This design comes from an exercise in tuning for small area, a short achievable clock period and few clock cycles per item on the open sky130 flow, not from production work.
RTL that was checked went through simulation tests only; none was proved equivalent to the original.

// alpha_compositor
module alpha_compositor (
    input  wire         clk,
    input  wire         rst,         
    input  wire         cmd_valid,
    output wire         cmd_ready,
    input  wire [127:0] cmd,
    output reg          rsp_valid,
    input  wire         rsp_ready,
    output wire [47:0]  rsp
);
Settings: LEC_CHECK=0, ABC_AREA=1, CAP_MARGIN=20, CORE_MARGIN=2, CORE_UTILIZATION=60, CTS_CLUSTER_DIAMETER=100, CTS_CLUSTER_SIZE=30, SLEW_MARGIN=75; clock period 33.0 ns.
standard.sh (not shown) runs the stock make flow with config.mk's settings and CLKGATE_MAP_FILE= SYNTH_SCRIPT=/design/flow/synth_recipe.tcl, a recipe that flattens the netlist after the stock synthesis.
==> flow/flow/run.sh <==
#!/bin/bash
# The standard layout, with sky130_fd_sc_hd__buf_1 as the buffer that
# buffer_ports puts on every input and output port.
set -euo pipefail
export BUFFER_PORTS_ARGS="-buffer_cell sky130_fd_sc_hd__buf_1"
bash standard.sh > standard_flow.log 2>&1
The first run produced a clean layout.
Testbench counts at the start, summed over its fixed seeds: cycles 18,018, items 18,000.
Then changed:
- SLEW_MARGIN: 75 -> 85
Result: Flip-flop and latch count is unchanged; setup slack loses 4.2 ns; utilization came out higher by 12 points; cell area came out higher by about a fifth; non-clock buffer count came out higher by 151.
Then changed:
- SLEW_MARGIN: 85 -> 70
Outcome: The changed run produced a clean layout; worst setup slack improved by 4.2 ns; hold slack is about the same; first-iteration DRC count falls by 11%.
Then changed:
- SLEW_MARGIN: 70 -> 60
Outcome: Global-route usage falls by 0.56 points. Clock skew came out higher by 0.0032 ns. Via count goes down by about 0.8%. Wire length falls by 0.80%.
Then changed:
- SLEW_MARGIN: 60 -> 50
What happened: Non-clock buffer count stays the same. Core utilization is lower by 0.23 points. Synthesized cell count is unchanged. Worst hold slack hardly moves.

* * *

alpha_compositor, a different RTL version from the one above (not shown whole).
For scale: ~210 flip-flops, ~180 I/O pins, ~18000 sq um of cells after synthesis.
clock: 33.0 ns
lec_check: 0
abc_area: 1
cap_margin: 20
core_margin: 2
core_utilization: 40
slew_margin: 70
run.sh (not shown) runs the stock make flow with config.mk's settings and CLKGATE_MAP_FILE= SYNTH_SCRIPT=/design/flow/synth_recipe.tcl, a recipe that flattens the netlist after the stock synthesis.
Stock flow here: none of the scripts above is used.
Testbench counts at the start, summed over its fixed seeds: cycles 18,018, items 18,000.
Next try:
==> flow/flow/run.sh (new file) <==
#!/bin/bash
# The standard layout, with sky130_fd_sc_hd__buf_2 as the buffer that
# buffer_ports puts on every input and output port.
set -euo pipefail
export BUFFER_PORTS_ARGS="-buffer_cell sky130_fd_sc_hd__buf_2"
bash standard.sh > standard_flow.log 2>&1
==> flow/standard.sh (new file) <==
#!/bin/bash
# synth_recipe.tcl (not shown) runs the flow's synth.tcl, then flattens the netlist and writes it again
# the make line also repeats each setting of config.mk as NAME=value (left out here)
make -C /OpenROAD-flow-scripts/flow DESIGN_CONFIG=/design/flow/config.mk WORK_HOME=/design/flow/orfs CLKGATE_MAP_FILE= SYNTH_SCRIPT=/design/flow/synth_recipe.tcl "${@:-finish}"
- SLEW_MARGIN: 70 -> 20
removed: flow/run.sh
Effect:
- worst setup slack improves by 0.013 ns
- cell area drops by a few percent
- clock-buffer cell count goes down by 5
- die area does not change
- wire length goes down by a few percent
- core utilization went down by 2.7 points
Next try:
==> flow/run.sh (new file) <==
#!/bin/bash
# synth_recipe.tcl (not shown) runs the flow's synth.tcl, then flattens the netlist and writes it again
# the make line also repeats each setting of config.mk as NAME=value (left out here)
make -C /OpenROAD-flow-scripts/flow DESIGN_CONFIG=/design/flow/config.mk WORK_HOME=/design/flow/orfs CLKGATE_MAP_FILE= SYNTH_SCRIPT=/design/flow/synth_recipe.tcl finish
- CAP_MARGIN: 20 -> 50
- SLEW_MARGIN: 20 -> 50
removed: flow/flow/run.sh
removed: flow/standard.sh
- first-iteration DRC count shrinks by a little under a tenth
- core utilization grows by 2.1 points
- non-clock buffer count grows by 5
- routed wire length grows by a few percent

* * *

Another version of the RTL of alpha_compositor (not shown whole).
Size: roughly 2400 cells after synthesis, roughly 210 flip-flops, about 180 I/O pins, roughly 18000 um2 of cells after synthesis.
Settings: LEC_CHECK=0, ABC_AREA=1, CAP_MARGIN=20, CORE_MARGIN=2, CORE_UTILIZATION=70, CTS_CLUSTER_DIAMETER=100, CTS_CLUSTER_SIZE=30, SLEW_MARGIN=40; clock period 33.0 ns.
standard.sh (not shown) runs the stock make flow with config.mk's settings and CLKGATE_MAP_FILE= SYNTH_SCRIPT=/design/flow/synth_recipe.tcl, a recipe that flattens the netlist after the stock synthesis.
==> flow/flow/run.sh <==
#!/bin/bash
# The standard layout, with sky130_fd_sc_hd__buf_2 as the buffer that
# buffer_ports puts on every input and output port.
set -euo pipefail
export BUFFER_PORTS_ARGS="-buffer_cell sky130_fd_sc_hd__buf_2"
bash standard.sh > standard_flow.log 2>&1
The baseline went through all stages and came out clean.
Testbench counts at the start, summed over its fixed seeds: cycles 18,018, items 18,000.
Then changed:
CORE_UTILIZATION = 60   (was 70)
SLEW_MARGIN = 70   (was 40)
Die area grows by about a fifth.
Final cell count grows by a few percent.
Clock-buffer cell count grows by 2.
Routed wire length grows slightly.
Core utilization shrinks by 8.7 points.

* * *

alpha_compositor, a different RTL version from the one above (not shown whole).
Size: ~2,400 cells after synthesis, ~210 flip-flops, roughly 0.018 sq mm of cells after synthesis.
export LEC_CHECK = 0
export ABC_AREA = 1
export CAP_MARGIN = 20
export CORE_MARGIN = 2
export CORE_UTILIZATION = 60
export CTS_CLUSTER_DIAMETER = 100
export CTS_CLUSTER_SIZE = 30
export SLEW_MARGIN = 70
create_clock -name core_clock -period 33.0 [get_ports {clk}]
==> flow/flow/run.sh <==
#!/bin/bash
# The standard layout, with sky130_fd_sc_hd__buf_1 as the buffer that
# buffer_ports puts on every input and output port.
set -euo pipefail
export BUFFER_PORTS_ARGS="-buffer_cell sky130_fd_sc_hd__buf_1"
bash standard.sh > standard_flow.log 2>&1
Testbench counts at the start, summed over its fixed seeds: cycles 18,018, items 18,000.
Rerun with:
--- a/flow/config.mk
+++ b/flow/config.mk
@@ -10,3 +10,3 @@
 export CORE_MARGIN = 2
-export CORE_UTILIZATION = 60
+export CORE_UTILIZATION = 70
 export CTS_CLUSTER_DIAMETER = 100
Design area stays flat. Worst setup slack is worse by 35 ps. Cell count fell slightly. Register-to-register slack is worse by 70 ps. Non-clock buffer count rose by 2. Die area fell by roughly a tenth. Wire length rose by a few percent. Critical path depth is unchanged. Hold slack is better by 4.0 ps.
Rerun with:
--- a/flow/config.mk
+++ b/flow/config.mk
@@ -10,5 +10,6 @@
 export CORE_MARGIN = 2
-export CORE_UTILIZATION = 70
+export CORE_UTILIZATION = 60
 export CTS_CLUSTER_DIAMETER = 100
 export CTS_CLUSTER_SIZE = 30
+export PLACE_DENSITY = 0.8
 export SLEW_MARGIN = 70
Outcome: The new run completed with no timing, DRC or antenna violations. Hold slack improves by 16 ps. Cell count grows by 2.0%. Synthesized cell count is unchanged. Via count drops by 3.4%. Register-to-register slack improves by 70 ps. Non-clock buffer count stays the same.
Rerun with:
==> flow/flow/run.sh (replaced) <==
#!/bin/bash
# The standard layout, with sky130_fd_sc_hd__buf_2 as the buffer that
# buffer_ports puts on every input and output port.
set -euo pipefail
export BUFFER_PORTS_ARGS="-buffer_cell sky130_fd_sc_hd__buf_2"
bash standard.sh > standard_flow.log 2>&1
--- a/flow/config.mk
+++ b/flow/config.mk
@@ -13,3 +13,2 @@
 export CTS_CLUSTER_SIZE = 30
-export PLACE_DENSITY = 0.8
 export SLEW_MARGIN = 70
What happened: Wire length is lower slightly. Sequential share of layout area fell by 0.21 points. Die area is unchanged. Setup slack stays flat.

* * *

Another version of the RTL of alpha_compositor (not shown whole).
Size: ~210 flip-flops, about 180 I/O pins.
export LEC_CHECK = 0
export ABC_AREA = 1
export CAP_MARGIN = 20
export CORE_MARGIN = 2
export CORE_UTILIZATION = 60
export CTS_CLUSTER_DIAMETER = 100
export CTS_CLUSTER_SIZE = 30
export SLEW_MARGIN = 70
create_clock -name core_clock -period 33.0 [get_ports {clk}]
==> flow/flow/run.sh <==
#!/bin/bash
# The standard layout, with sky130_fd_sc_hd__buf_2 as the buffer that
# buffer_ports puts on every input and output port.
set -euo pipefail
export BUFFER_PORTS_ARGS="-buffer_cell sky130_fd_sc_hd__buf_2"
bash standard.sh > standard_flow.log 2>&1
The first run finished with timing, DRC and antenna clean.
Rerun with:
CTS_CLUSTER_DIAMETER = default   (was 100)
CTS_CLUSTER_SIZE = default   (was 30)
The changed run passed the timing, design-rule and antenna checks.
Final area rises by 2.2%.
Die area is unchanged.
Routed wire length rises by 1.1%.
Final cell count rises by 0.87%.
Utilization rises by 1.5 points.
Function was not checked in any run of this note: the RTL went through the layout flow alone.

* * *

Setup of the baseline:
alpha_compositor, a different RTL version from the one above (not shown whole).
Size: about 2500 cells after synthesis, roughly 180 I/O pins.
export LEC_CHECK = 0
export ABC_AREA = 1
export CAP_MARGIN = 20
export CORE_MARGIN = 2
export CORE_UTILIZATION = 60
export SLEW_MARGIN = 20
create_clock -name core_clock -period 33.0 [get_ports {clk}]
Scripts as last shown in full above: flow/flow/run.sh
Testbench counts of the baseline, summed over its fixed seeds: cycles 18,018, items 18,000.
Input-level comparison between the candidate and the baseline:
# the baseline
export LEC_CHECK = 0
export ABC_AREA = 1
export CAP_MARGIN = 20
export CORE_MARGIN = 2
export CORE_UTILIZATION = 60
export SLEW_MARGIN = 20
create_clock -name core_clock -period 33.0 [get_ports {clk}]
# the candidate
export LEC_CHECK = 0
export ABC_AREA = 1
export CAP_MARGIN = 20
export CORE_MARGIN = 2
export CORE_UTILIZATION = 60
export SLEW_MARGIN = 70
create_clock -name core_clock -period 33.0 [get_ports {clk}]
### Flow results
- Delta (the candidate minus the baseline): total CTS buffers now smaller; final period demand of the worst path fell by 0.57 ns; post-layout utilization of the core went up 0.90 points.
- As far as critical path depth goes, the candidate and the baseline are indistinguishable; the numbers are identical.
- Clock-buffer cell count grows by a few percent when moving from the baseline to the candidate.

==> static timing again, ports no longer ideal <==
The flow's constraints put no driver on any port. The routed layouts listed below were extracted and timed again, unchanged, in two steps.
Step 1: set_driving_cell puts a clkbuf_16 on clk and a buf_2 on each other input, an assumption about the parent block.
Step 2, shift: input delay + t, output delay - t, t = (earliest + latest rising clock arrival at the registers) / 2. This alone moves slack from input paths to output paths.
Three values: ideal, step 1, step 2; two values: the first two.
run	t (ns)	slack for setup (ns)	worst data-port slew with drivers (ns)
the first run of note 1	0.520	25.227 / 25.190 / 24.957	0.10
the second run of note 1	0.534	21.016 / 21.016 / 21.016	0.09
the third run of note 1	0.532	25.245 / 25.204 / 24.944	0.10
the fourth run of note 1	0.520	25.248 / 25.209 / 24.927	0.09
the fifth run of note 1	0.529	25.226 / 25.183 / 24.920	0.09
the first run of note 2	0.611	24.808 / 24.753 / 24.309	0.05
the second run of note 2	0.609	24.820 / 24.851 / 24.243	0.05
the third run of note 2	0.609	24.812 / 24.756 / 24.233	0.05
the first run of note 3	0.552	25.170 / 25.111 / 24.765	0.04
the second run of note 3	0.530	25.223 / 25.177 / 25.041	0.04
the first run of note 4	0.547	25.250 / 25.194 / 24.881	0.10
the second run of note 4	0.536	25.216 / 25.173 / 24.813	0.09
the third run of note 4	0.550	25.232 / 25.175 / 24.748	0.06
the fourth run of note 4	0.546	25.233 / 25.177 / 24.944	0.08
the first run of note 5	0.548	25.258 / 25.206 / 25.113	0.05
the second run of note 5	0.611	25.200 / 25.147 / 25.093	0.05
the baseline	0.581	24.453 / 24.483 / 23.902	0.07
the candidate	0.570	25.027 / 25.058 / 24.489	0.08
After both steps every run listed still meets setup and hold. For the third run of note 2, which loses most, drivers alone change the setup slack by -0.056 ns; drivers and shift together by -0.579 ns.
